Source: an optimization exercise on an open RTL-to-GDS flow (aim: small area). Production flows keep margins and buffers that such runs may drop. The RTL was checked by simulation tests, not by an equivalence proof against the original design. Power figures rest on the tool's default switching activity, not on a simulated workload. The flow treats the clock pin as an ideal source, which a real chip does not have.

==> design/flow/design.v <==
module gbp_tef (
    input  wire        clk,
    input  wire        rst,
    input  wire        cmd_valid,
    input  wire [31:0] cmd_word,
    output wire        cmd_ready,
    output wire        rd_valid,
    output reg  [15:0] rd_data,
    output wire        tx_valid,
    output reg  [7:0]  tx_data,
    input  wire        rx_valid,
    input  wire        rx_fail,
    input  wire [7:0]  rx_data
);
    localparam [1:0] E_IDLE = 2'd0, E_FILL = 2'd1, E_FULL = 2'd2, E_DONE = 2'd3;
    localparam [2:0] S_IDLE = 3'd0, S_READY = 3'd1, S_DATA = 3'd2,
                     S_EMPTIED = 3'd3, S_REPORT = 3'd4, S_DONE = 3'd5;
    localparam [2:0] ERR_DIM = 3'd1, ERR_CHUNKS = 3'd4, ERR_XPORT = 3'd5,
                     ERR_SEQ = 3'd6, ERR_ILL = 3'd7;
    localparam [2:0] K_INIT = 3'd0, K_DATA = 3'd1, K_EMPTY = 3'd2,
                     K_PRINT = 3'd3, K_REPORT = 3'd4, K_DUMP = 3'd5;
    localparam [2:0] C_RDY = 3'd0, C_CLR = 3'd1, C_WLO = 3'd2, C_WHI = 3'd3,
                     C_RDCB = 3'd4, C_HDR = 3'd5, C_PAY = 3'd6, C_TRL = 3'd7;
    reg [7:0]  img_w, img_h;
    reg [1:0]  enc;
    reg [2:0]  seq;
    reg        mode;
    reg [2:0]  err;
    reg        tr0;                 
    reg [4:0]  tc;
    reg [2:0]  y, x;
    reg [3:0]  chunk, rpt;
    reg [15:0] cks;
    reg [7:0]  rsp1, rsp2;
    reg [7:0]  lo, hi;
    wire [3:0] nchunk = (enc == E_IDLE) ? 4'd0 : img_h[7:4];
    wire [3:0] tr_hi  = chunk + {3'd0, enc == E_FULL};
    wire [4:0] tr     = {tr_hi, tr0};
    reg [2:0]  cst;
    reg [2:0]  fk;
    reg [9:0]  cnt;
    wire       cnt_end = cnt[9] & cnt[7];    
    reg        txv;
    reg [7:0]  txd;                 
    reg        rdv;
    reg [5119:0] ring;
    reg [4:0]    ph_u;
    reg [4:0]    ph_v;
    wire         ph_last = (ph_u == 5'd19);
    wire [7:0]   head = ring[5119:5112];
    assign cmd_ready = (cst == C_RDY);
    assign tx_valid  = txv;
    assign rd_valid  = rdv;
    wire        accept = cmd_valid && cmd_ready;
    wire [3:0]  opc    = cmd_word[31:28];
    wire [27:0] arg    = cmd_word[27:0];
    wire z_27_24 = (arg[27:24] == 4'd0);
    wire z_23_10 = (arg[23:10] == 14'd0);
    wire z_9_8   = (arg[9:8] == 2'd0);
    wire z_7_3   = (arg[7:3] == 5'd0);
    wire z_27_8  = z_27_24 && z_23_10 && z_9_8;
    wire z_27_3  = z_27_8 && z_7_3;
    wire op_rst   = (opc == 4'h0) && z_27_3 && (arg[2:0] == 3'd0);
    wire op_setw  = (opc == 4'h1) && z_27_8;
    wire op_seth  = (opc == 4'h2) && z_27_8;
    wire op_start = (opc == 4'h3) && z_27_3 && (arg[2:1] == 2'd0);
    wire op_pix   = (opc == 4'h4) && z_27_3;
    wire op_row   = (opc == 4'h5) && z_27_24;
    wire op_frame = (opc == 4'h6) && z_27_3 && (arg[2:0] <= 3'd4);
    wire op_dump  = (opc == 4'h7) && z_27_3 && (arg[2:0] == 3'd0);
    wire op_rd    = (opc == 4'h8) && z_27_3;
    wire op_rdcb  = (opc == 4'h9) && z_27_24 && z_23_10 &&
                    ((arg[9:7] <= 3'd4));           
    wire op_legal = op_rst | op_setw | op_seth | op_start | op_pix | op_row |
                    op_frame | op_dump | op_rd | op_rdcb;
    wire [2:0] k = arg[2:0];
    reg pre;
    always @(*) begin
        pre = 1'b0;
        if (op_setw || op_seth || op_start) pre = (enc == E_IDLE);
        else if (op_pix)  pre = (enc == E_FILL);
        else if (op_row)  pre = (enc == E_FILL) && (x == 3'd0);
        else if (op_dump) pre = mode && (enc == E_FULL);
        else if (op_frame) begin
            case (k)
                K_INIT:   pre = (seq == S_READY);
                K_DATA:   pre = (seq == S_DATA) && (enc == E_FULL);
                K_EMPTY:  pre = (seq == S_DATA) && (enc == E_DONE);
                K_PRINT:  pre = (seq == S_EMPTIED);
                K_REPORT: pre = (seq == S_REPORT);
                default:  pre = 1'b0;
            endcase
        end
    end
    wire dim_bad   = (img_w == 8'd0) || (img_w > 8'd160) || (img_w[2:0] != 3'd0) ||
                     (img_h == 8'd0) || (img_h[3:0] != 4'd0);
    wire chunk_bad = (img_h[7:4] > 4'd9);
    wire       pix_low  = arg[2] & ~arg[0];
    wire       pix_high = arg[2] & ~arg[1];
    reg [7:0] row_lo, row_hi;
    integer j;
    always @(*) begin
        for (j = 0; j < 8; j = j + 1) begin
            row_lo[7-j] = arg[23-3*j] & ~arg[21-3*j];
            row_hi[7-j] = arg[23-3*j] & ~arg[22-3*j];
        end
    end
    wire [4:0] row_u   = {1'b0, tc[4:1]} + {1'b0, tr0, 1'b0, tr0, 1'b0};
    wire       at_row  = (ph_u == row_u) && (ph_v[4:1] == {y, tc[0]});
    wire [4:0] tc_inc   = tc + 5'd1;
    wire       tc_wrap  = (tc_inc == img_w[7:3]);
    wire [3:0] chunk_inc = chunk + 4'd1;
    wire       cb_kind   = (fk == K_DATA) || (fk == K_DUMP);
    wire       is_data   = (fk == K_DATA);
    wire       is_print  = (fk == K_PRINT);
    always @(*) begin
        tx_data = 8'h00;
        case (cst)
            C_HDR: case (cnt[2:0])
                3'd0: tx_data = 8'h88;
                3'd1: tx_data = 8'h33;
                3'd2: tx_data = (fk == K_INIT)   ? 8'h01 :
                                (fk == K_PRINT)  ? 8'h02 :
                                (fk == K_REPORT) ? 8'h0F : 8'h04;
                3'd4: tx_data = {is_data, 4'd0, is_print, 2'd0};
                3'd5: tx_data = {6'd0, is_data, 1'b0};
                default: tx_data = 8'h00;
            endcase
            C_PAY: if (cb_kind) tx_data = txd;
                   else case (cnt[1:0])
                       2'd0: tx_data = 8'h01;
                       2'd1: tx_data = 8'h13;
                       2'd2: tx_data = 8'hE4;
                       default: tx_data = 8'h40;
                   endcase
            C_TRL: case (cnt[1:0])
                2'd0: tx_data = cks[7:0];
                2'd1: tx_data = cks[15:8];
                default: tx_data = 8'h00;
            endcase
            default: tx_data = 8'h00;
        endcase
    end
    wire xfer    = txv && rx_valid;
    wire ok      = xfer && !rx_fail;
    wire summed  = ((cst == C_PAY) && (fk != K_DUMP)) ||
                   ((cst == C_HDR) && (cnt[2:1] != 2'd0));
    wire at_cnt  = (ph_u == cnt[9:5]) && (ph_v == {cnt[3:1], cnt[4], cnt[0]});
    wire load_cb = (cst == C_PAY) && cb_kind && (!txv || ok) && at_cnt;
    wire [9:0] cnt_inc = cnt + 10'd1;
    always @(*) begin
        if (!cnt_end) rd_data = {8'd0, ring[7:0]};
        else case (cnt[2:0])
            3'd0: rd_data = {8'd0, img_w};
            3'd1: rd_data = {8'd0, img_h};
            3'd2: rd_data = {7'd0, err, mode, seq, enc};
            3'd3: rd_data = {tr, tc, y, x};
            3'd4: rd_data = {4'd0, rpt, nchunk, chunk};
            3'd5: rd_data = cks;
            3'd6: rd_data = {rsp2, rsp1};
            default: rd_data = {hi, lo};
        endcase
    end
    reg [7:0] ins;
    always @(*) begin
        ins = head;
        if (cst == C_CLR)
            ins = 8'h00;
        else if (cst == C_WLO && at_row && !ph_v[0])
            ins = lo;
        else if (cst == C_WHI && at_row && ph_v[0])
            ins = hi;
    end
    always @(posedge clk)
        ring <= {ring[5111:0], ins};
    wire do_clear = rst || (accept && op_rst);
    always @(posedge clk) begin
        ph_u <= ph_last ? 5'd0 : ph_u + 5'd1;
        if (ph_last) ph_v <= ph_v + 5'd1;
        rdv <= 1'b0;
        if (do_clear) begin
            ph_u <= 5'd0; ph_v <= 5'd0;
            img_w <= 8'd0; img_h <= 8'd0;
            enc <= E_IDLE; seq <= S_IDLE; mode <= 1'b0; err <= 3'd0;
            tr0 <= 1'b0; tc <= 5'd0; y <= 3'd0; x <= 3'd0;
            chunk <= 4'd0; rpt <= 4'd0;
            cks <= 16'd0; rsp1 <= 8'd0; rsp2 <= 8'd0; lo <= 8'd0; hi <= 8'd0;
            cst <= C_CLR; txv <= 1'b0;
        end else begin
            case (cst)
            C_RDY: if (accept) begin
                if (op_rd) begin
                    rdv  <= 1'b1;
                    cnt  <= {7'b1010000, arg[2:0]};
                end else if (op_rdcb) begin
                    cnt  <= arg[9:0];
                    cst  <= C_RDCB;
                end else if (err != 3'd0) begin
                end else if (!op_legal) begin
                    err <= ERR_ILL;
                end else if (!pre) begin
                    err <= ERR_SEQ;
                end else if (op_setw) begin
                    img_w <= arg[7:0];
                end else if (op_seth) begin
                    img_h <= arg[7:0];
                end else if (op_start) begin
                    if (dim_bad)
                        err <= ERR_DIM;
                    else if (chunk_bad)
                        err <= ERR_CHUNKS;
                    else begin
                        mode  <= arg[0];
                        chunk <= 4'd0;
                        rpt   <= 4'd0;
                        tr0 <= 1'b0; tc <= 5'd0; y <= 3'd0; x <= 3'd0;
                        enc   <= E_FILL;
                        seq   <= arg[0] ? S_IDLE : S_READY;
                        cst   <= C_CLR;
                        ph_u <= 5'd0; ph_v <= 5'd0;
                    end
                end else if (op_pix) begin
                    lo <= {lo[6:0], pix_low};
                    hi <= {hi[6:0], pix_high};
                    x  <= x + 3'd1;
                    if (x == 3'd7) cst <= C_WLO;
                end else if (op_row) begin
                    lo  <= row_lo;
                    hi  <= row_hi;
                    cst <= C_WLO;
                end else begin
                    cnt <= 10'd0;
                    if (op_dump) begin
                        fk  <= K_DUMP;
                        cst <= C_PAY;
                    end else begin
                        fk  <= k;
                        cst <= C_HDR;
                        cks <= 16'd0;
                        txv <= 1'b1;
                    end
                end
            end
            C_CLR: if (ph_last && ph_v == 5'd31) cst <= C_RDY;
            C_WLO: if (at_row && !ph_v[0]) cst <= C_WHI;
            C_WHI: if (at_row && ph_v[0]) begin
                cst <= C_RDY;
                y   <= y + 3'd1;
                if (y == 3'd7) begin
                    tc <= tc_wrap ? 5'd0 : tc_inc;
                    if (tc_wrap) begin
                        tr0 <= ~tr0;
                        if (tr0) enc <= E_FULL;
                    end
                end
            end
            C_RDCB: if (at_cnt) begin
                rdv <= 1'b1;
                cst <= C_RDY;
            end
            default: begin   
                if (xfer && summed)
                    cks <= cks + {8'd0, tx_data};
                if (xfer && rx_fail) begin
                    err <= ERR_XPORT;
                    cst <= C_RDY;
                    txv <= 1'b0;
                end else if (load_cb) begin
                    txd <= head;
                    cnt <= cnt_inc;
                    txv <= 1'b1;
                end else if (ok) begin
                    if (cst != C_PAY || !cb_kind)
                        cnt <= cnt_inc;
                    case (cst)
                    C_HDR: if (cnt[2:0] == 3'd5) begin
                        cnt <= 10'd0;
                        if (is_data) begin
                            cst <= C_PAY;
                            txv <= 1'b0;
                        end else
                            cst <= is_print ? C_PAY : C_TRL;
                    end
                    C_PAY: if (!cb_kind) begin
                        if (cnt[1:0] == 2'd3) begin
                            cnt <= 10'd0;
                            cst <= C_TRL;
                        end
                    end else if (!cnt_end)
                        txv <= 1'b0;
                    else if (fk == K_DUMP) begin
                        txv   <= 1'b0;
                        chunk <= chunk_inc;
                        enc   <= (chunk_inc == nchunk) ? E_DONE : E_FILL;
                        cst   <= C_CLR;
                        ph_u <= 5'd0; ph_v <= 5'd0;
                    end else begin
                        cnt <= 10'd0;
                        cst <= C_TRL;
                    end
                    default: begin   
                        if (cnt[1:0] == 2'd2) txd <= rx_data;
                        if (cnt[1:0] == 2'd3) begin
                            rsp1 <= txd;
                            rsp2 <= rx_data;
                            txv  <= 1'b0;
                            cst  <= C_RDY;
                            case (fk)
                                K_INIT:  seq <= S_DATA;
                                K_DATA: begin
                                    chunk <= chunk_inc;
                                    enc   <= (chunk_inc == nchunk) ? E_DONE : E_FILL;
                                    cst   <= C_CLR;
                                    ph_u <= 5'd0; ph_v <= 5'd0;
                                end
                                K_EMPTY: seq <= S_EMPTIED;
                                K_PRINT: begin seq <= S_REPORT; rpt <= 4'd0; end
                                default: begin
                                    rpt <= rpt + 4'd1;
                                    if (rpt == 4'd9) seq <= S_DONE;
                                end
                            endcase
                        end
                    end
                    endcase
                end
            end
            endcase
        end
    end
endmodule
==> design/flow/flow/run.sh <==
#!/bin/bash
# Layout flow: the standard ORFS flow, with two changes made through ORFS's own
# variables: the clock tree is built without dummy loads and with small sink clusters
# (at most 30 flip-flops within 80 um per leaf buffer), and the port buffers use the
# smallest buffer cell.
set -euo pipefail
export CTS_ARGS="-sink_clustering_enable -repair_clock_nets -dont_use_dummy_load -sink_clustering_size 30 -sink_clustering_max_diameter 80"
export BUFFER_PORTS_ARGS="-buffer_cell sky130_fd_sc_hd__buf_1"
bash standard.sh finish > orfs_flow.log 2>&1
==> design/flow/standard.sh <==
#!/bin/bash
# synth_recipe.tcl (not shown) runs the flow's synth.tcl, then flattens the netlist and writes it again
# the make line also repeats each setting of config.mk as NAME=value (left out here)
make -C /OpenROAD-flow-scripts/flow DESIGN_CONFIG=/design/flow/config.mk WORK_HOME=/design/flow/orfs CLKGATE_MAP_FILE= SYNTH_SCRIPT=/design/flow/synth_recipe.tcl "${@:-finish}"
==> design/flow/config.mk <==
export PLATFORM = sky130hd
export DESIGN_NAME = gbp_tef
export DESIGN_NICKNAME = gbp_tef
export VERILOG_FILES = /design/flow/design.v
export SDC_FILE = /design/flow/constraint.sdc
export NUM_CORES = 8
export LEC_CHECK = 0
export CAP_MARGIN = 20
export CORE_MARGIN = 2
export CORE_UTILIZATION = 55
export PLACE_DENSITY = 0.75
export SLEW_MARGIN = 20
==> design/flow/constraint.sdc <==
create_clock -name core_clock -period 15.0 [get_ports {clk}]
set_input_delay 3.0000 -clock core_clock [delete_from_list [all_inputs] [get_ports {clk}]]
set_output_delay 3.0000 -clock core_clock [all_outputs]
set_load 0.01 [all_outputs]
==> impl_metrics.yaml, run 1 <==
setup_path:
  cpPeakStageDelay_ns: 1.06
  required_ns: 12.00
  crit_type: "flop to output port"
  cp.arrival_ns: 4.38
  worstPathMaxFanout: 21
  path_cells: "inv_1 -> ha_1 -> nor2b_1 -> a32o_1 -> a221oi_1 -> a211oi_1 -> buf_1"
  critPathLaunchType: "flop"
  critical-path-slowest-cell: "a211oi_1"
  rrSetupSlack_ns: 10.37
  crit_family: "compound AO/OA/AOI/OAI gates"
  path_buf_inv: 2
  end_kind: "output port"
floorplanning:
  initial_core_util_pct: 55.30
  die_h_um: 454.8
  dieArea_sq_mm: 0.2069
  coreArea_sq_mm: 0.2021
  fp.dieW_um: 454.8
  std_cell_rows: 165
  ios: 72
power_and_ir_drop:
  p_per_area_mw_per_mm2: 168.7
  peakVddDrop_v: 0.0001110
  p_leak_nw: 47.20
timing:
  hold_viol: 0
  finalClockSkew_ns: 0.1240
  post-route-period-util_pct: 49.23
  fmax_ghz: 0.1354
  fin_ws_ns: 7.616
  finalMaxSlewViolations: 0
  worstMarginPinSlew_ns: 1.251
  setup_violations: 0
  period_needed_ns: 7.384
  setup_tns_ns: 0
  max-slew-margin-rel_pct: 16.11
  rsz0062_at_grt: "false"
cells_and_area:
  syn2layout_area_growth_pct: 7.715
  nets: 6595
  drive_gt1_share_pct: 4.497
synth:
  yosysSeqAreaShare_pct: 94.20
  syn_avg_cell_area_sq_um: 17.78
  yosysTopAreaCell: "dfxtp_1"
  ys_warn_count: 1
  syn-num-nets: 6365
  synth_flop_cell: "dfxtp_1"
  synth.area.top_cells: "dfxtp_1 94%, edfxtp_1 0.56%, nand2_1 0.46%, nor2_1 0.43%, a21oi_1 0.39%"
  async_flop_share_pct: 0
  yosys.area.top_type_share_pct: 93.63
  ys_ff_latch: 5249
  syn_inst: 6288
  ys_types: 87
  syn_area_sq_mm: 0.1118
  yosysMostFrequentCell: "dfxtp_1"
  synth-edff-count: 21
  yosys-top-cells-count: "5228 x dfxtp_1, 137 x nand2_1, 127 x nor2_1"
placed_design:
  dp_slack_ns: 8.218
  gp_congestion: 0.8319
  buffer_ports.inserted: 71
  post-dp-hpwl_um: 88860
drt:
  drc: 0
  ant_nets: 0
  via_per_inst: 4.348
  num_vias: 39957
  drtPass1Iterations: 8
  first_iter_violations: 2167
  wl_per_cell_um: 16.98
  drt-total-wl_um: 156000
clock_tree:
  cts_tree: "done"
  h-tree-depth: 4
  clock-root-buffer: "clkbuf_16"
  hold_buffers: 0
  clock-sinks: 5249
  clk_path_buf_depth: 3
  clkTransAtPathRegs_ns: 0.10
  cts_resized: 0
  cts_buffers: 204
  clk_latency_ns: 0.87
  postCtsSetupRepairBufs: 0
grt:
  first_global_vias: 40737
  gr-usage-all-layers_pct: 15.20
  grt_overflow: 0
  antenna_found_initial: 12
  grt_max_degree: 54
  grt_first_pass_wirelength_um: 242100
job:
  cap_violations: 0
run_status:
  status: "complete, no violations"
worst_hold_path:
  hold_class: "flop to flop"
## cell type report
class / count / area [sq um]
Antenna cell: 1 / 2.502
Clock buffer: 204 / 5105
Fill cell: 14442 / 81710
Inverter: 20 / 75.07
Multi-Input combinational cell: 949 / 6145
Sequential cell: 5249 / 105300
Tap cell: 2672 / 3343
Timing Repair Buffer: 94 / 439.2
## per-stage QoR
step / total power [mW] / utilization, % / cells / hold slack, ns / cell area [sq um]
after CTS: 20.52 / 59.57 / 9188 / 0.2697 / 120400
after floorplan: 14.39 / - / 6288 / 0.3096 / 111800
final: 20.31 / 59.57 / 9189 / 0.2638 / 120400
after detailed placement: 14.46 / 57.04 / 8984 / 0.3121 / 115300
after global routing: 20.98 / 59.57 / 9189 / 0.2587 / 120400
after global placement: 14.47 / 57.04 / 8984 / 0.3097 / 115300
## cells in the final DEF, fill, tap and decap left out, drive strengths merged, types with 10 or more instances in the layout
| cell type | netlist | final |
|---|---|---|
| a211oi | 32 | 32 |
| a21oi | 88 | 88 |
| a222oi | 13 | 13 |
| a22o | 13 | 13 |
| a22oi | 14 | 14 |
| a31oi | 10 | 10 |
| and2 | 10 | 10 |
| and3 | 12 | 12 |
| buf | 14 | 94 |
| clkbuf | 56 | 204 |
| dfxtp | 5228 | 5228 |
| edfxtp | 21 | 21 |
| ha | 31 | 31 |
| inv | 19 | 19 |
| mux2 | 17 | 17 |
| mux2i | 41 | 41 |
| nand2 | 138 | 138 |
| nand2b | 17 | 17 |
| nand3 | 40 | 40 |
| nand4 | 24 | 24 |
| nor2 | 128 | 128 |
| nor2b | 28 | 28 |
| nor3 | 31 | 31 |
| nor4 | 21 | 21 |
| o211ai | 11 | 11 |
| o21ai | 63 | 63 |
| or2 | 11 | 11 |
| xnor2 | 30 | 30 |
| xor2 | 26 | 26 |
## layer usage
metal | global-route usage (%) | part of all wire [%]
met5 | 0 | 0
met4 | 5.738 | 3.6
met3 | 2.606 | 3.2
met2 | 23.48 | 44
met1 | 21.62 | 49
## worst reg2reg max path: stages (launching register included)
cell and delay, ns:
edfxtp_1 0.55, inv_1 0.17, ha_1 0.78, nor2b_1 0.57
mux2i_1 0.17, o22ai_1 0.18, nand2_1 0.09, o221ai_1 0.19
ha_1 0.32, a21o_1 0.16, a21oi_1 0.21, o21bai_1 0.10
a21oi_1 0.30, o21ai_0 0.30, nand3_1 0.19, xor2_1 0.16
nor2_1 0.05
## state kept, by name, indices dropped and copies added, names as in the netlist, 3 cells and up
name and cells:
fk 3, seq 3, y 3, lo 8, cst 3, tc 5
chunk 4, rsp1 8, img_h 8, rpt 4, cks 16, ph_v 5
img_w 8, txd 8, rsp2 8, err 3, cnt 10, ring 5120
hi 8, x 3, ph_u 5
## cell families after synthesis
group                    synth area share, %
AO/OA/AOI/OAI                          1.914
XOR/XNOR                              0.4388
adder cells (fa/ha/maj)               0.3649
buffers and inverters                 0.3224
flip-flops                             94.20
multiplexers                          0.5384
AND/OR/NAND/NOR                        2.223
## final timing paths
path,startpoint,end,cells past startpoint
max,cnt[0]$_DFFE_PP_,rd_data[8],7
min,ring[2511]$_DFF_P_,ring[2519]$_DFF_P_,0
max reg2reg,cnt[0]$_DFFE_PP_,cks[9]$_SDFFE_PP0P_,16
min reg2reg,ring[2511]$_DFF_P_,ring[2519]$_DFF_P_,0
## power by group
| group | internal (mW) | switching (mW) | leakage [nW] |
|---|---|---|---|
| clock | 2.44 | 3.73 | 2.51 |
| sequential | 13.9 | 0.0164 | 42.3 |
| combinational | 0.0559 | 0.125 | 2.41 |
==> run 2, diff against run 1 <==
==> design/flow/flow/run.sh (replaced) <==
#!/bin/bash
# Layout flow: the standard ORFS flow with three changes.
#  1. After the standard synthesis, the combinational logic is mapped again by ABC
#     with an area-oriented script (flow/area.abc); every flip-flop instance of the
#     standard synthesis is kept as it is (same name, same cell).
#  2. The clock tree is built without dummy loads and with small sink clusters (at
#     most 30 flip-flops within 80 um per leaf buffer).
#  3. The port buffers use the smallest buffer cell.
# Each tool's output goes to a log file of its own in this folder.
set -euo pipefail
here=$(pwd)
export CTS_ARGS="-sink_clustering_enable -repair_clock_nets -dont_use_dummy_load -sink_clustering_size 30 -sink_clustering_max_diameter 80"
export BUFFER_PORTS_ARGS="-buffer_cell sky130_fd_sc_hd__buf_1"
res=$here/orfs/results/sky130hd/gbp_tef/base
lib=$FLOW_HOME/platforms/sky130hd/lib/sky130_fd_sc_hd__tt_025C_1v80.lib
yosys_bin=$(command -v yosys || echo "$FLOW_HOME/../tools/install/yosys/bin/yosys")

bash standard.sh synth > orfs_synth.log 2>&1

# The platform's dont-use cells, from its config.mk
dont_use=$(sed -n '/^export DONT_USE_CELLS/,/^#/p' "$FLOW_HOME/platforms/sky130hd/config.mk" \
  | grep -o 'sky130_fd_sc_hd__[a-z0-9_]*' | sed 's/^/-dont_use /' | tr '\n' ' ')
seq_cells=$(grep -oE '^\s*sky130_fd_sc_hd__[a-z0-9_]+' "$res/1_2_yosys.v" | sort -u \
  | grep -E '__(e?s?df|dl|sdf|conb)' | tr '\n' ' ')
cp "$res/1_2_yosys.v" "$here/standard_1_2_yosys.v"
cat > "$here/resynth.ys" <<EOS
read_liberty -ignore_miss_func $lib
read_verilog $here/standard_1_2_yosys.v
hierarchy -top gbp_tef
setattr -mod -set keep_hierarchy 1 $seq_cells
flatten
opt_clean
abc -liberty $lib -script $here/flow/area.abc $dont_use
opt_clean -purge
splitnets
hilomap -singleton -hicell sky130_fd_sc_hd__conb_1 HI -locell sky130_fd_sc_hd__conb_1 LO
insbuf -buf sky130_fd_sc_hd__buf_4 A X
opt_clean -purge
rename -hide w:*.*
select gbp_tef
tee -o $here/resynth_stat.txt stat -liberty $lib
write_verilog -noattr -noexpr -nohex -nodec -selected $here/resynth_1_2_yosys.v
EOS
"$yosys_bin" -s "$here/resynth.ys" > resynth.log 2>&1
# the flip-flops must be exactly those of the standard synthesis
diff <(grep -oE '^\s*sky130_fd_sc_hd__[a-z0-9_]+ \S+' "$here/standard_1_2_yosys.v" | grep -E "$(echo $seq_cells | tr ' ' '|')" | sort) \
     <(grep -oE '^\s*sky130_fd_sc_hd__[a-z0-9_]+ \S+' "$here/resynth_1_2_yosys.v" | grep -E "$(echo $seq_cells | tr ' ' '|')" | sort) > resynth_regs.diff
cp "$here/resynth_1_2_yosys.v" "$res/1_2_yosys.v"
touch "$res/1_2_yosys.v"

bash standard.sh finish > orfs_flow.log 2>&1
==> design/flow/flow/area.abc (new file) <==
strash
dch
amap
strash
dch
amap
topo
==> impl_metrics.yaml, run 2 <==
timing:
  hold_viol: 0
  post-route-period-util_pct: 56.08
  max-slew-margin-rel_pct: 24.61
  finalMaxSlewViolations: 0
  worstMarginPinSlew_ns: 1.119
  setup_violations: 0
  fmax_ghz: 0.1189
  rsz0062_at_grt: "false"
  setup_tns_ns: 0
  period_needed_ns: 8.412
  finalClockSkew_ns: 0.1041
placed_design:
  buffer_ports.inserted: 71
  place_area_sq_mm: 0.1142
  post-dp-hpwl_um: 99120
  gp_congestion: 0.8635
cells_and_area:
  design_area_sq_mm: 0.1193
  top_register: "ring"
  final_common_cell: "dfxtp_1"
  nets: 6565
  final_cell_mix: "5228 x dfxtp_1, 234 x nor2_1, 202 x clkbuf_16, 162 x clkinv_1, 81 x nand2_1"
  fill_cells: 14265
  drive_gt1_share_pct: 3.498
  reg_top3: "ring (5120), cks (16), cnt (10)"
  syn2layout_area_growth_pct: 8.037
  largest_reg_flops: 5120
floorplanning:
  initial_core_util_pct: 55.30
  fp.dieW_um: 452.0
  die_h_um: 452.0
  std_cell_rows: 164
  coreArea_sq_mm: 0.1997
  dieArea_sq_mm: 0.2043
  ios: 72
power_and_ir_drop:
  peakVddDrop_v: 0.0001115
  p_leak_nw: 46.23
  p_per_area_mw_per_mm2: 169.2
drt:
  ant_nets: 0
  dr_wl_met2_um: 71110
  first_iter_violations: 2150
  num_vias: 39957
  wl_met1_um: 79970
  highest_layer: "met4"
  drc: 0
  drtPass1Iterations: 5
  drt-total-wl_um: 162800
  wl_per_cell_um: 17.72
  via_per_inst: 4.350
  met3WireLength_um: 5285
clock_tree:
  cts_tree: "done"
  clock-root-buffer: "clkbuf_16"
  clock-sinks: 5249
  clk_path_buf_depth: 3
  h-tree-depth: 4
  cts_resized: 0
  clk_latency_ns: 0.86
  cts_buffers: 202
  clkTransAtPathRegs_ns: 0.10
  hold_buffers: 0
  postCtsSetupRepairBufs: 0
setup_path:
  end_kind: "flop"
  crit_type: "primary input to flop"
  rrSetupSlack_ns: 9.58
  worstPathMaxFanout: 14
  cp.arrival_ns: 9.04
  required_ns: 15.63
  critPathLaunchType: "primary input"
synth:
  syn_area_sq_mm: 0.1104
  syn_inst: 6224
  syn-num-nets: 6269
  syn_avg_cell_area_sq_um: 17.74
  ys_warn_count: 1
job:
  cap_violations: 0
run_status:
  status: "complete, no violations"
grt:
  grt_max_degree: 34
  first_global_vias: 40934
  antenna_found_initial: 20
  grt_overflow: 0
  gr-usage-all-layers_pct: 16.07
  grt_first_pass_wirelength_um: 249700
worst_hold_path:
  hold_class: "flop to flop"
run 2: per-layer routing:
| metal | GRT usage [%] | vias to the layer above |
|---|---|---|
| met5 | 0 | - |
| met4 | 6.271 | 0 |
| met3 | 2.574 | 321 |
| met2 | 24.82 | 481 |
| met1 | 22.88 | 18989 |
| li1 | - | 20166 |
run 2: layout make-up:
type	count	area (sq um)	area share [%]
timing repair buffer	92	424.2	0.3556
antenna	12	30.03	0.02517
clock buffer	202	5055	4.238
multi-input combinational	813	4551	3.815
tap	2656	3323	2.786
inverter	162	608.1	0.5098
sequential	5249	105300	88.27
run 2: report_power, final:
group | internal (mW) | switching [mW] | total, mW
clock network | 2.42 | 3.72 | 6.14
logic | 0.0253 | 0.0752 | 0.101
registers | 13.9 | 0.00555 | 13.9
run 2: through the flow:
step / hold WS (ns) / std cells / util (%) / power (mW) / setup WS [ns]
finish: 0.2675 / 9186 / 59.74 / 20.18 / 6.588
global route: 0.2695 / 9177 / 59.73 / 20.84 / 6.084
CTS: 0.2667 / 9174 / 59.72 / 20.37 / 6.834
detailed placement: 0.3121 / 8972 / 57.19 / 14.37 / 5.966
global placement: 0.3095 / 8972 / 57.19 / 14.37 / 6.055
floorplan: 0.3096 / 6224 / - / 14.31 / 3.107
run 2: worst paths after layout:
| check | start | endpoint | depth (start not counted) |
|---|---|---|---|
| setup / recovery | cmd_word[11] | chunk[2]$_SDFFE_PP0P_ | 16 |
| hold / removal | ring[130]$_DFF_P_ | ring[138]$_DFF_P_ | 0 |
| setup reg to reg | fk[0]$_SDFFCE_PP1P_ | cks[13]$_SDFFE_PP0P_ | 26 |
| hold reg to reg | ring[130]$_DFF_P_ | ring[138]$_DFF_P_ | 0 |
run 2: critical path, stage by stage:
cell and delay [ns]:
buf_1 0.08, nor4_1 0.30, nand4_1 0.53, nor4_1 0.87
nand4_1 0.36, or3_1 0.50, nor2_1 0.12, nor2_1 0.05
o41ai_1 0.51, clkinv_1 0.42, nor3_1 0.39, o21ai_0 0.21
a2111oi_0 0.71, nand2_1 0.20, nand2_1 0.62, o21ai_0 0.15
==> run 3, diff against run 2 <==
--- a/design/flow/flow/run.sh
+++ b/design/flow/flow/run.sh
@@ -3,6 +3,6 @@
 #  1. After the standard synthesis, the combinational logic is mapped again by ABC
-#     with an area-oriented script (flow/area.abc); every flip-flop instance of the
+#     with an area-oriented script (flow/area.abc, with a time-limited deep resynthesis); every flip-flop instance of the
 #     standard synthesis is kept as it is (same name, same cell).
 #  2. The clock tree is built without dummy loads and with small sink clusters (at
-#     most 30 flip-flops within 80 um per leaf buffer).
+#     most 32 flip-flops within 130 um per leaf buffer).
 #  3. The port buffers use the smallest buffer cell.
@@ -11,3 +11,3 @@
 here=$(pwd)
-export CTS_ARGS="-sink_clustering_enable -repair_clock_nets -dont_use_dummy_load -sink_clustering_size 30 -sink_clustering_max_diameter 80"
+export CTS_ARGS="-sink_clustering_enable -repair_clock_nets -dont_use_dummy_load -sink_clustering_size 32 -sink_clustering_max_diameter 130"
 export BUFFER_PORTS_ARGS="-buffer_cell sky130_fd_sc_hd__buf_1"
@@ -32,3 +32,3 @@
 opt_clean
-abc -liberty $lib -script $here/flow/area.abc $dont_use
+abc -liberty $lib -script $here/flow/area.abc $dont_use gbp_tef
 opt_clean -purge
==> design/flow/flow/area.abc (replaced) <==
strash
&get -n
&deepsyn -T 150 -S 1
&put
dch
amap
strash
dch
amap
topo
==> impl_metrics.yaml, run 3 <==
grt:
  antenna_found_initial: 3
  grt_first_pass_wirelength_um: 229300
  grt_max_degree: 33
  gr-usage-all-layers_pct: 14.29
  first_global_vias: 39327
  grt_overflow: 0
placed_design:
  buffer_ports.inserted: 71
  dp_slack_ns: 7.689
  post-dp-hpwl_um: 81660
  gp_congestion: 0.8327
timing:
  fin_ws_ns: 6.948
  finalClockSkew_ns: 0.06721
  max-slew-margin-rel_pct: 32.89
  post-route-period-util_pct: 53.68
  period_needed_ns: 8.052
  setup_tns_ns: 0
  finalMaxSlewViolations: 0
  fmax_ghz: 0.1242
  rsz0062_at_grt: "false"
  hold_viol: 0
  worstMarginPinSlew_ns: 0.9812
  setup_violations: 0
power_and_ir_drop:
  p_leak_nw: 45.81
  peakVddDrop_v: 0.0001365
  p_per_area_mw_per_mm2: 172.1
  total_power_mw: 20.32
worst_hold_path:
  hold_class: "flop to flop"
setup_path:
  end_kind: "output port"
  required_ns: 12.00
  crit_type: "flop to output port"
  cp.arrival_ns: 5.05
  worstPathMaxFanout: 10
  critPathLaunchType: "flop"
cells_and_area:
  fill_cells: 14310
  final_cell_mix: "5228 x dfxtp_1, 190 x nor2_1, 182 x clkbuf_16, 175 x clkinv_1, 71 x buf_1"
  nets: 6437
  final_common_cell: "dfxtp_1"
  largest_reg_flops: 5120
  reg_top3: "ring (5120), cks (16), cnt (10)"
  top_register: "ring"
  syn2layout_area_growth_pct: 7.540
  drive_gt1_share_pct: 3.130
floorplanning:
  die_h_um: 450.9
  dieArea_sq_mm: 0.2033
  ios: 72
  initial_core_util_pct: 55.18
  coreArea_sq_mm: 0.1990
  std_cell_rows: 164
  fp.dieW_um: 450.9
drt:
  ant_nets: 0
  drtPass1Iterations: 5
  wl_per_cell_um: 15.91
  via_per_inst: 4.237
  first_iter_violations: 2167
  drc: 0
  num_vias: 38337
  drt-total-wl_um: 144000
synth:
  ys_warn_count: 1
  syn_area_sq_mm: 0.1098
  syn-num-nets: 6167
  syn_avg_cell_area_sq_um: 17.94
  syn_inst: 6122
clock_tree:
  hold_buffers: 0
  postCtsSetupRepairBufs: 0
  h-tree-depth: 4
  clk_latency_ns: 0.84
  clock-root-buffer: "clkbuf_16"
  cts_tree: "done"
  cts_buffers: 182
  clk_path_buf_depth: 3
  clkTransAtPathRegs_ns: 0.11
  clock-sinks: 5249
  cts_resized: 0
job:
  cap_violations: 0
run_status:
  status: "complete, no violations"
-- run 3: final cells by class --
type	instances	area [sq um]	share of cell area, %
Timing Repair Buffer	86	381.6	0.3231
Tap cell	2656	3323	2.814
Inverter	175	656.9	0.5562
Multi-Input combinational cell	698	3896	3.299
Antenna cell	2	5.005	0.004237
Clock buffer	182	4554	3.856
Sequential cell	5249	105300	89.15
-- run 3: worst paths after layout --
path | from | to | slack, ns | cells after the start
setup reg to reg | cnt[0]$_DFFE_PP_ | cks[15]$_SDFFE_PP0P_ | 8.18 | 31
setup / recovery | cnt[1]$_DFFE_PP_ | rd_data[14] | 6.95 | 9
hold reg to reg | ring[3792]$_DFF_P_ | ring[3800]$_DFF_P_ | 0.28 | 0
hold / removal | ring[3792]$_DFF_P_ | ring[3800]$_DFF_P_ | 0.28 | 0
-- run 3: worst max-delay path, cell delays in order, from the launching register on --
cell and delay (ns):
edfxtp_1 0.63, clkinv_1 0.31, nor2_1 0.58, clkinv_1 0.26, nor2_1 0.29, clkinv_1 0.17
nor2_1 0.52, clkinv_1 0.56, o21ai_0 0.69, buf_1 0.22
-- run 3: report_power, final --
part	internal, mW	total (mW)	switching, mW	leakage [nW]
clock	2.20	5.86	3.67	2.24
combinational	0.0577	0.207	0.150	1.23
sequential	14.2	14.3	0.0742	42.3
-- run 3: layer usage --
metal / wire, um / GRT usage, % / up-vias
met3: 4523 / 2.513 / 196
met4: 2609 / 3.486 / 0
met1: 76570 / 21.93 / 18115
met5: 0 / 0 / -
met2: 60260 / 21.11 / 379
li1: - / - / 19647
-- run 3: through the flow --
step	cells	hold WS (ns)	area [sq um]	utilization (%)
2_1_floorplan	6122	0.3096	109800	-
3_3_place_gp	8862	0.3097	113500	57.03
3_5_place_dp	8863	0.3121	113500	57.04
4_1_cts	9045	0.2722	118100	59.33
5_1_grt	9047	0.2854	118100	59.34
6_report	9048	0.2837	118100	59.34
==> run 4, diff against run 3 <==
--- a/design/flow/flow/run.sh
+++ b/design/flow/flow/run.sh
@@ -6,3 +6,3 @@
 #  2. The clock tree is built without dummy loads and with small sink clusters (at
-#     most 32 flip-flops within 130 um per leaf buffer).
+#     most 33 flip-flops within 140 um per leaf buffer).
 #  3. The port buffers use the smallest buffer cell.
@@ -11,3 +11,3 @@
 here=$(pwd)
-export CTS_ARGS="-sink_clustering_enable -repair_clock_nets -dont_use_dummy_load -sink_clustering_size 32 -sink_clustering_max_diameter 130"
+export CTS_ARGS="-sink_clustering_enable -repair_clock_nets -dont_use_dummy_load -sink_clustering_size 33 -sink_clustering_max_diameter 140"
 export BUFFER_PORTS_ARGS="-buffer_cell sky130_fd_sc_hd__buf_1"
==> design/flow/flow/area.abc (replaced) <==
strash
&get -n
&deepsyn -T 150 -S 1
&put
dch
amap -F 4 -A 10
strash
dch
amap -F 4 -A 10
topo
==> impl_metrics.yaml, run 4 <==
run_status:
  status: "complete, no violations"
synth:
  ys_warn_count: 1
  syn_area_sq_mm: 0.1097
  syn-num-nets: 6120
  syn_inst: 6075
  syn_avg_cell_area_sq_um: 18.05
clock_tree:
  cts_tree: "done"
  cts_buffers: 178
  postCtsSetupRepairBufs: 0
  clock-root-buffer: "clkbuf_16"
  clkTransAtPathRegs_ns: 0.11
  h-tree-depth: 4
  hold_buffers: 0
  cts_resized: 0
  clk_latency_ns: 0.85
  clk_path_buf_depth: 3
  clock-sinks: 5249
timing:
  fin_ws_ns: 7.491
  setup_tns_ns: 0
  finalClockSkew_ns: 0.1004
  period_needed_ns: 7.509
  max-slew-margin-rel_pct: 29.57
  finalMaxSlewViolations: 0
  worstMarginPinSlew_ns: 1.051
  setup_violations: 0
  rsz0062_at_grt: "false"
  hold_viol: 0
  holdWs_ns: 0.2780
  fmax_ghz: 0.1332
  post-route-period-util_pct: 50.06
worst_hold_path:
  hold_class: "flop to flop"
floorplanning:
  std_cell_rows: 163
  coreArea_sq_mm: 0.1978
  initial_core_util_pct: 55.44
  ios: 72
  dieArea_sq_mm: 0.2030
  fp.dieW_um: 450.6
  die_h_um: 450.6
setup_path:
  crit_type: "flop to output port"
  cp.arrival_ns: 4.51
  worstPathMaxFanout: 9
  end_kind: "output port"
  required_ns: 12.00
  critPathLaunchType: "flop"
drt:
  drt-total-wl_um: 150500
  drc: 0
  via_per_inst: 4.287
  wl_per_cell_um: 16.76
  ant_nets: 0
  drtPass1Iterations: 7
  first_iter_violations: 2207
  num_vias: 38505
placed_design:
  dp_slack_ns: 7.166
  buffer_ports.inserted: 71
  gp_congestion: 0.8750
  post-dp-hpwl_um: 86640
  place_area_sq_mm: 0.1134
power_and_ir_drop:
  p_per_area_mw_per_mm2: 169.6
  peakVddDrop_v: 0.0001260
  total_power_mw: 19.99
  p_leak_nw: 45.75
cells_and_area:
  syn2layout_area_growth_pct: 7.435
  largest_reg_flops: 5120
  drive_gt1_share_pct: 3.061
  final_cell_mix: "5228 x dfxtp_1, 178 x clkbuf_16, 159 x clkinv_1, 140 x nor2_1, 99 x o21ai_0"
  final_common_cell: "dfxtp_1"
  design_area_sq_mm: 0.1178
  top_register: "ring"
  reg_top3: "ring (5120), cks (16), cnt (10)"
  nets: 6384
  fill_cells: 14139
job:
  cap_violations: 0
grt:
  gr-usage-all-layers_pct: 14.94
  grt_max_degree: 34
  first_global_vias: 39567
  grt_overflow: 0
  grt_first_pass_wirelength_um: 235700
  antenna_found_initial: 6
[run 4: worst paths after layout]
kind	from	end	slack, ns	cells after the start
setup / recovery	cnt[1]$_DFFE_PP_	rd_data[1]	7.49	9
hold reg to reg	ring[443]$_DFF_P_	ring[451]$_DFF_P_	0.28	0
hold / removal	ring[443]$_DFF_P_	ring[451]$_DFF_P_	0.28	0
setup reg to reg	cnt[0]$_DFFE_PP_	cks[15]$_SDFFE_PP0P_	7.87	37
[run 4: where the power goes]
part           total, mW  leakage [nW]  switching (mW)  internal (mW)
Clock               5.83          2.19            3.67           2.15
Sequential          14.0          42.3          0.0232           14.0
Combinational      0.186          1.28           0.138         0.0473
Total               20.0          45.7            3.84           16.2
[run 4: layout make-up]
type                       instances  area, sq um  share of cell area, %
sequential                      5249       105300                  89.35
clock buffer                     178         4454                  3.780
multi-input combinational        667         3817                  3.240
tap                             2640         3303                  2.803
inverter                         159        596.8                 0.5065
timing repair buffer              84        364.1                 0.3090
antenna                            5        12.51                0.01062
[run 4: critical path, cell delays in order, from the launching register on]
cell      delay (ns)
edfxtp_1        0.57
clkinv_1        0.38
nor2_1          0.69
clkinv_1        0.29
nor2_1          0.64
nor2_1          0.27
o221ai_1        0.14
a221oi_1        0.15
a21oi_1         0.41
buf_1           0.19
[run 4: metrics by stage]
step | instances | utilization [%]
2_1_floorplan | 6075 | -
3_3_place_gp | 8799 | 57.30
3_5_place_dp | 8799 | 57.31
4_1_cts | 8977 | 59.56
5_1_grt | 8980 | 59.56
6_report | 8982 | 59.57
[run 4: metal layers]
metal	wire length (um)	track usage (%)	up-vias	part of all wire (%)
met5	0	0	-	0
met4	3405	3.857	0	2.3
met3	4453	2.534	230	3.0
met2	66190	23.29	379	44
met1	76490	21.80	18332	51
li1	-	-	19564	-

## what the ideal ports hide
Ports are ideal in the flow. The routed layouts listed here were re-timed in OpenROAD.
Step 1, drivers: a clkbuf_16 drives clk and a buf_2 each remaining input, both assumed.
Step 2, shift: input delay + t, output delay - t, t = (earliest + latest rising clock arrival at the registers) / 2. This alone moves slack from input paths to output paths.
Three values: no drivers, after step 1, after step 2; two values: the first two.
run | t (ns) | slack for setup (ns) | latest minus earliest clock arrival (ns) | worst slew at a driven data input, ns
run 1 | 0.884 | 7.616 / 7.539 / 8.278 | 0.133 / 0.132 | 0.19
run 2 | 0.894 | 6.588 / 6.643 / 5.748 | 0.133 / 0.133 | 0.20
run 3 | 0.889 | 6.948 / 6.871 / 7.754 | 0.092 / 0.093 | 0.19
run 4 | 0.875 | 7.491 / 7.413 / 7.084 | 0.103 / 0.103 | 0.20
After both steps every run listed still meets setup and hold. For run 2, which loses most, drivers alone change the setup slack by +0.055 ns; drivers and shift together by -0.840 ns.
